Background: an optimization exercise with open tools, aiming at small area, a short achievable clock period and few clock cycles. Do not read the settings as production practice. Only simulation tests tie the RTL to the original design; equivalence was not proved. Power is estimated from default activity; no workload was simulated.

// shamac80
module shamac80 (
    input  wire        clk,
    input  wire        rst,         
    input  wire        cmd_valid,
    input  wire [31:0] cmd,
    input  wire [23:0] rnd,
    output wire        cmd_ready,
    output reg         resp_valid,
    output reg  [7:0]  res,
    output reg  [7:0]  rdata
);
Size in the first run: ~140,000 um^2 of cells after synthesis.
clock: 12.0 ns
lec_check: 0
cap_margin: 30
core_margin: 2
core_utilization: 40
cts_buf_list: sky130_fd_sc_hd__clkbuf_8
cts_cluster_diameter: 60
cts_cluster_size: 12
place_density: 0.55
slew_margin: 30
standard.sh (not shown) runs the stock make flow with config.mk's settings and CLKGATE_MAP_FILE= SYNTH_SCRIPT=/design/flow/synth_recipe.tcl, a recipe that flattens the netlist after the stock synthesis.
==> flow/flow/run.sh <==
#!/bin/bash
set -euo pipefail
MARGIN=7.5
rm -rf synth_scripts
cp -r "$FLOW_HOME/scripts" synth_scripts
cp flow/abc_speed.script synth_scripts/abc_speed.script
bash standard.sh SCRIPTS_DIR="$PWD/synth_scripts" ADDER_MAP_FILE= SETUP_SLACK_MARGIN=$MARGIN synth > synth.log 2>&1
bash standard.sh SETUP_SLACK_MARGIN=$MARGIN > layout.log 2>&1
==> flow/flow/abc_speed.script <==
&get -n
&st
&dch
&nf -D 2000
&st
&syn2
&if -g -K 6
&synch2
&nf -D 2000
&put
buffer -c
topo
stime -c
upsize -c
dnsize -c
Testbench counts at the start, summed over its fixed seeds: cycles 10,519.
Rerun with:
==> flow/flow/run.sh (replaced) <==
#!/bin/bash
set -euo pipefail
KNOBS="SETUP_SLACK_MARGIN=6"
bash standard.sh $KNOBS synth > synth.log 2>&1
bash standard.sh $KNOBS > layout.log 2>&1
--- a/flow/config.mk
+++ b/flow/config.mk
@@ -6,10 +6,10 @@
 export NUM_CORES = 8
 export LEC_CHECK = 0
-export CAP_MARGIN = 30
+export CAP_MARGIN = 20
 export CORE_MARGIN = 2
-export CORE_UTILIZATION = 40
+export CORE_UTILIZATION = 50
 export CTS_BUF_LIST = sky130_fd_sc_hd__clkbuf_8
 export CTS_CLUSTER_DIAMETER = 60
 export CTS_CLUSTER_SIZE = 12
-export PLACE_DENSITY = 0.55
-export SLEW_MARGIN = 30
+export PLACE_DENSITY = 0.65
+export SLEW_MARGIN = 20
removed: flow/flow/abc_speed.script
Result: The changed run finished but failed the layout checks on antenna rules; clock skew is higher by 0.012 ns; combinational power goes down by 23%; sequential cell count is unchanged; setup slack degrades by 1.1 ns; wire length drops by 18%; sequential share of layout area rose by 4.8 points.
Rerun with:
==> flow/flow/run.sh (replaced) <==
#!/bin/bash
set -euo pipefail
KNOBS="ADDER_MAP_FILE= SETUP_SLACK_MARGIN=7"
bash standard.sh $KNOBS synth > synth.log 2>&1
bash standard.sh $KNOBS > layout.log 2>&1
--- a/flow/config.mk
+++ b/flow/config.mk
@@ -6,10 +6,10 @@
 export NUM_CORES = 8
 export LEC_CHECK = 0
-export CAP_MARGIN = 20
+export CAP_MARGIN = 30
 export CORE_MARGIN = 2
-export CORE_UTILIZATION = 50
+export CORE_UTILIZATION = 40
 export CTS_BUF_LIST = sky130_fd_sc_hd__clkbuf_8
 export CTS_CLUSTER_DIAMETER = 60
 export CTS_CLUSTER_SIZE = 12
-export PLACE_DENSITY = 0.65
-export SLEW_MARGIN = 20
+export PLACE_DENSITY = 0.55
+export SLEW_MARGIN = 30
Effect: This time the run completed without violations. Worst setup slack improved by 0.49 ns. Routed wire length rose by 13%. Power climbs by 13%. Global-route usage is lower by 5.9 points. Die area goes up by 29%. Non-clock buffer count is higher by 298. Worst hold slack is about the same. Synthesized cell count is higher by 8.3%. Utilization is lower by 8.7 points.
Rerun with:
==> flow/flow/run.sh (replaced) <==
#!/bin/bash
set -euo pipefail
MARGIN=7
rm -rf synth_scripts
cp -r "$FLOW_HOME/scripts" synth_scripts
cp flow/abc_speed.script synth_scripts/abc_speed.script
bash standard.sh SCRIPTS_DIR="$PWD/synth_scripts" ADDER_MAP_FILE= SETUP_SLACK_MARGIN=$MARGIN synth > synth.log 2>&1
bash standard.sh SETUP_SLACK_MARGIN=$MARGIN > layout.log 2>&1
==> flow/flow/abc_speed.script (new file) <==
strash
dch
map -D 2500
topo
buffer -c
upsize -c
dnsize -c
Final cell count rose by about a fifth. Clock skew fell by 0.0037 ns. Combinational power fell by a quarter to a third. Total power fell by a little under a tenth. Cell area fell by a few percent. Register-to-register slack gains 0.67 ns. Wire length rose by roughly a tenth.
Rerun with:
==> flow/flow/run.sh (replaced) <==
#!/bin/bash
set -euo pipefail
KNOBS="ADDER_MAP_FILE= SETUP_SLACK_MARGIN=6"
bash standard.sh $KNOBS synth > synth.log 2>&1
bash standard.sh $KNOBS > layout.log 2>&1
--- a/flow/config.mk
+++ b/flow/config.mk
@@ -6,10 +6,10 @@
 export NUM_CORES = 8
 export LEC_CHECK = 0
-export CAP_MARGIN = 30
+export CAP_MARGIN = 20
 export CORE_MARGIN = 2
-export CORE_UTILIZATION = 40
+export CORE_UTILIZATION = 50
 export CTS_BUF_LIST = sky130_fd_sc_hd__clkbuf_8
 export CTS_CLUSTER_DIAMETER = 60
 export CTS_CLUSTER_SIZE = 12
-export PLACE_DENSITY = 0.55
-export SLEW_MARGIN = 30
+export PLACE_DENSITY = 0.65
+export SLEW_MARGIN = 20
removed: flow/flow/abc_speed.script
After rerunning: Cell area hardly moves. Via count went down by 12%. Setup slack degrades by 0.87 ns. Synthesized area went up by 4.5%. Combinational power went up by 21%. Critical path depth went down by 1. Wire length went down by 15%. Power went up by 3.3%.

* * *

Setup of job 8294:
Starting RTL as in the previous note.
clock: 12.0 ns
lec_check: 0
cap_margin: 20
core_margin: 2
core_utilization: 50
cts_buf_list: sky130_fd_sc_hd__clkbuf_8
cts_cluster_diameter: 60
cts_cluster_size: 12
place_density: 0.65
slew_margin: 20
==> flow/flow/run.sh <==
#!/bin/bash
set -euo pipefail
MARGIN=6
rm -rf synth_scripts
cp -r "$FLOW_HOME/scripts" synth_scripts
cp flow/abc_speed.script synth_scripts/abc_speed.script
bash standard.sh SCRIPTS_DIR="$PWD/synth_scripts" ADDER_MAP_FILE= SETUP_SLACK_MARGIN=$MARGIN synth > synth.log 2>&1
bash standard.sh SETUP_SLACK_MARGIN=$MARGIN > layout.log 2>&1
==> flow/flow/abc_speed.script <==
strash
dch
map -D 2500
topo
buffer -c
upsize -c
dnsize -c
Testbench counts of job 8294, summed over its fixed seeds: cycles 10,519.
--- input diff job 8294..job 3533 ---
Settings: swapping 20 for 30 in CAP_MARGIN; swapping 0.65 for 0.55 in PLACE_DENSITY; swapping 50 for 40 in CORE_UTILIZATION; swapping 20 for 30 in SLEW_MARGIN.
-- flow/flow/run.sh --
<<< job 8294, line 3
MARGIN=6
>>> job 3533, line 3
MARGIN=7.5
Notes after the runs:
Job 3533 | status: complete | timing, DRC, antenna: pass
The core utilization of the finished layout of job 3533 is lower than that of job 8294.
Job 3533 does better than job 8294 on worst voltage drop across the vdd grid.
Run comparison: job 8294 critical path's slowest cell sky130_fd_sc_hd__o21ai_0; job 3533 critical path's slowest cell sky130_fd_sc_hd__o22ai_1
Looking at maximum frequency, job 3533 sits above job 8294.
When job 3533 is set beside job 8294, its total combinational power turns out to be 21% larger.
Die width: lower on job 8294
Cmp job 3533 vs job 8294: detailed placement HPWL higher in job 3533
In job 3533 relative to job 8294, detailed-route wire length had gone up by more than 10%.
Summary of the comparison: combinational group share of total power is higher in job 3533, relative to job 8294.
Per the comparison of job 3533 with job 8294, layout buffer count excluding clock buffers shows an increase of 396; final-layout clock-cell area share level; final design area excluding fillers higher.
--- input diff job 3533..job 5411 ---
-- flow/flow/run.sh --
<<< job 3533, line 3
MARGIN=7.5
>>> job 5411, line 3
MARGIN=7
==> flow/flow/abc_speed.script <==
&get -n
&st
&dch
&nf -D 2000
&st
&syn2
&if -g -K 6
&synch2
&nf -D 2000
&put
buffer -c
topo
stime -c
upsize -c
dnsize -c
--- outcome ---
- Summary of the comparison: met2 track demand over resource is lower in job 5411, relative to job 3533.
- Compared with job 3533, job 5411 shows a lower total number of vias.
- Die area | job 5411 > job 3533
- Number of placed instances, taps included (job 5411 vs. job 3533) decreases by more than 10%
- The most common cell after layout, fill and taps aside comes out sky130_fd_sc_hd__nand2_1 in one run and sky130_fd_sc_hd__edfxtp_1 in the other, namely in job 3533 and job 5411 respectively.
- In job 5411, sequential share of layout area is lower than in job 3533.
- Summary: with job 3533 as the reference, internal power contribution in job 5411 moved up by a few percent.
- Job 5411 vs job 3533 — wire length the detailed router placed on met1 dropped by more than 10%
- Summary of the comparison: post-route clock period utilization is higher in job 5411, relative to job 3533.
- The standard cells in job 5411 occupy more silicon area than those in job 3533 do.

-- re-timing with driven ports --
In the flow no input, the clock included, has a driving cell. The finished layouts below were timed again as built, in two steps.
Step 1, drivers: a clkbuf_16 drives clk and a buf_2 each remaining input, both assumed.
Step 2 moves the port delays by t, midway between the first and last clock arrival at a register: inputs arrive t later, outputs are due t later. That takes back most of the time a late clock gives input paths.
Three values: no drivers, after step 1, after step 2; two values: the first two.
| run | t (ns) | setup WS [ns] | worst data-port slew with drivers (ns) |
|---|---|---|---|
| the first run of note 1 | 1.246 | 6.750 / 6.750 / 5.587 | 0.30 |
| the second run of note 1 | 1.227 | 5.677 / 5.677 / 4.822 | 0.17 |
| the third run of note 1 | 1.317 | 6.169 / 6.169 / 5.090 | 0.48 |
| the fourth run of note 1 | 1.256 | 6.842 / 6.842 / 5.699 | 0.09 |
| the fifth run of note 1 | 1.188 | 5.977 / 5.977 / 5.002 | 0.07 |
| job 8294 | 1.224 | 5.676 / 5.710 / 4.486 | 0.10 |
| job 3533 | 1.260 | 7.249 / 7.249 / 6.063 | 0.14 |
| job 5411 | 1.212 | 6.635 / 6.635 / 5.620 | 0.33 |
For job 8294, which loses most, drivers alone change the setup slack by +0.034 ns; drivers and shift together by -1.190 ns.
